This design comes from an exercise in tuning for small area on the open sky130 flow, not from production work.
The RTL was checked by simulation tests, not by an equivalence proof against the original design.
Power and IR drop assume default switching activity.

==> flow/design.v (excerpt) <==
module imu_frame_sync (
    input  wire         clk,
    input  wire         rst,
    input  wire         in_valid,
    input  wire [7:0]   in_data,
    output wire         in_ready,
    output wire         out_valid,
    input  wire         out_ready,
    output wire [287:0] out_frame,
    output wire [15:0]  status_raw,
    output wire [23:0]  gyro_x_raw,
    output wire [23:0]  gyro_y_raw,
    output wire [23:0]  gyro_z_raw,
    output wire [23:0]  acc_x_raw,
    output wire [23:0]  acc_y_raw,
    output wire [23:0]  acc_z_raw,
    output wire [23:0]  acc_hg_x_raw,
    output wire [15:0]  temp_raw,
    output wire [7:0]   sw_version,
    output wire [7:0]   frame_counter,
    output wire [15:0]  checksum_raw,
    output wire         high_g_sensor_in_all_axes,
    output wire         acc_x_ok,
    output wire         acc_y_ok,
    output wire         acc_z_ok,
    output wire         gyro_x_ok,
    output wire         gyro_y_ok,
    output wire         gyro_z_ok,
    output wire         sync_signal_exists,
    output wire         normal_mode,
    output wire         bit_mode,
    output wire         fault_mode,
    output wire         gyro_ranges_ok,
    output wire [23:0]  gyro_x_s,
    output wire [23:0]  gyro_y_s,
    output wire [23:0]  gyro_z_s,
    output wire [23:0]  acc_x_s,
    output wire [23:0]  acc_y_s,
    output wire [24:0]  acc_z_s,
    output wire [23:0]  acc_hg_x_s,
  ...
==> module frame_sync, before the edit <==
module frame_sync (
    input  wire         clk,
    input  wire         rst,
    input  wire         in_valid,
    input  wire [7:0]   in_data,
    output wire         in_ready,
    output wire         out_valid,
    input  wire         out_ready,
    output wire [287:0] out_frame,
    output wire         desync_evt,
    output wire [15:0]  desync_count
);
    localparam [7:0] SOF      = 8'h24;
    localparam [7:0] EOF      = 8'h23;
    localparam [5:0] LAST_IDX = 6'd35;
    reg [287:0] buf_q;         
    reg [5:0]   idx_q;         
    reg [287:0] out_frame_q;
    reg         out_valid_q;
    reg [15:0]  desync_count_q;
    reg         desync_evt_q;
    wire accept = in_valid && !out_valid_q;
    wire hunting = (idx_q == 6'd0);
    wire at_last = (idx_q == LAST_IDX);
    wire do_start = accept && hunting && (in_data == SOF);
    wire do_fill  = accept && !hunting && !at_last;
    wire do_emit  = accept && at_last && (in_data == EOF);
    wire do_drop  = accept && at_last && (in_data != EOF);
    wire do_take  = out_valid_q && out_ready;
    integer k;
    always @(posedge clk) begin
        if (do_start || do_fill || do_emit || do_drop) begin
            for (k = 0; k < 36; k = k + 1) begin
                if (idx_q == k[5:0])
                    buf_q[8*k +: 8] <= in_data;
            end
        end
    end
    always @(posedge clk) begin
        if (do_emit)
            out_frame_q <= {in_data, buf_q[279:0]};
    end
    always @(posedge clk) begin
        if (rst) begin
            idx_q          <= 6'd0;
            out_valid_q    <= 1'b0;
            desync_count_q <= 16'd0;
            desync_evt_q   <= 1'b0;
        end else begin
            desync_evt_q <= do_drop;
            if (do_start)
                idx_q <= 6'd1;
            else if (do_fill)
                idx_q <= idx_q + 6'd1;
            else if (do_emit || do_drop)
                idx_q <= 6'd0;
            if (do_emit)
                out_valid_q <= 1'b1;
            else if (do_take)
                out_valid_q <= 1'b0;
            if (do_drop && desync_count_q != 16'hFFFF)
                desync_count_q <= desync_count_q + 16'd1;
        end
    end
    assign in_ready     = !out_valid_q;
    assign out_valid    = out_valid_q;
    assign out_frame    = out_frame_q;
    assign desync_evt   = desync_evt_q;
    assign desync_count = desync_count_q;
endmodule
==> module srec24, before the edit <==
module srec24 (
    input  wire [23:0] raw,
    output wire [23:0] value
);
    wire [23:0] magnitude = 24'hFFFFFF - raw + 24'd1;
    assign value = raw[23] ? (24'd0 - magnitude) : raw;
endmodule
clock: 5.0 ns
lec_check: 0
cap_margin: 20
core_area: 5 5 315 315
die_area: 0 0 320 320
slew_margin: 20
run.sh (not shown) runs the stock make flow with config.mk's settings and CLKGATE_MAP_FILE= SYNTH_SCRIPT=/design/flow/synth_recipe.tcl, a recipe that flattens the netlist after the stock synthesis.
==> next run, changes <==
--- a/flow/design.v
+++ b/flow/design.v
@@ -12,34 +12,24 @@
 );
     localparam [7:0] SOF      = 8'h24;
     localparam [7:0] EOF      = 8'h23;
     localparam [5:0] LAST_IDX = 6'd35;
-    reg [287:0] buf_q;         
+    reg [271:0] body_q;        
     reg [5:0]   idx_q;         
-    reg [287:0] out_frame_q;
     reg         out_valid_q;
     reg [15:0]  desync_count_q;
     reg         desync_evt_q;
-    wire accept = in_valid && !out_valid_q;
+    wire accept  = in_valid && !out_valid_q;
     wire hunting = (idx_q == 6'd0);
     wire at_last = (idx_q == LAST_IDX);
     wire do_start = accept && hunting && (in_data == SOF);
     wire do_fill  = accept && !hunting && !at_last;
     wire do_emit  = accept && at_last && (in_data == EOF);
     wire do_drop  = accept && at_last && (in_data != EOF);
     wire do_take  = out_valid_q && out_ready;
-    integer k;
     always @(posedge clk) begin
-        if (do_start || do_fill || do_emit || do_drop) begin
-            for (k = 0; k < 36; k = k + 1) begin
-                if (idx_q == k[5:0])
-                    buf_q[8*k +: 8] <= in_data;
-            end
-        end
-    end
-    always @(posedge clk) begin
-        if (do_emit)
-            out_frame_q <= {in_data, buf_q[279:0]};
+        if (do_fill)
+            body_q <= {in_data, body_q[271:8]};
     end
     always @(posedge clk) begin
         if (rst) begin
             idx_q          <= 6'd0;
@@ -63,9 +53,9 @@
         end
     end
     assign in_ready     = !out_valid_q;
     assign out_valid    = out_valid_q;
-    assign out_frame    = out_frame_q;
+    assign out_frame    = {EOF, body_q, SOF};
     assign desync_evt   = desync_evt_q;
     assign desync_count = desync_count_q;
 endmodule
 module field_decode (
@@ -157,10 +147,9 @@
 module srec24 (
     input  wire [23:0] raw,
     output wire [23:0] value
 );
-    wire [23:0] magnitude = 24'hFFFFFF - raw + 24'd1;
-    assign value = raw[23] ? (24'd0 - magnitude) : raw;
+    assign value = raw;
 endmodule
 module imu_frame_sync (
     input  wire         clk,
     input  wire         rst,
Effect:
- power shrinks by 44%
- worst hold slack gains 0.037 ns
- die area stays the same
- routed wire length went down by 4.4%
- worst setup slack is better by 0.095 ns
- design area came out lower by 34%
- non-clock buffer count drops by 31
- clock-buffer cell count shrinks by 19
- synthesized cell count fell by 28%
- global-route usage is lower by 0.49 points
- cell count drops by 14%

separate check: timing with driven ports:
In the flow no input, the clock included, has a driving cell. The finished layouts below were timed again as built, in two steps.
Step 1 sets driving cells, clkbuf_16 on the clock port and buf_2 on the other inputs (assumed; they add their load-dependent delay and slew).
Step 2 moves the port delays by t, midway between the first and last clock arrival at a register: inputs arrive t later, outputs are due t later. That takes back most of the time a late clock gives input paths.
a / b / c = ideal ports / drivers / drivers and shift; a / b = the first two.
run | shift t [ns] | setup slack, ns | worst setup path at the end | worst slew at a driven data input, ns | cell pins on the clock port's net
the first run | 0.657 | 1.150 / 1.097 / 1.392 | input to register | 0.12 | 1
the second run | 0.607 | 1.245 / 1.195 / 1.624 | input to register | 0.09 | 1
After both steps setup and hold are still met in every run listed.
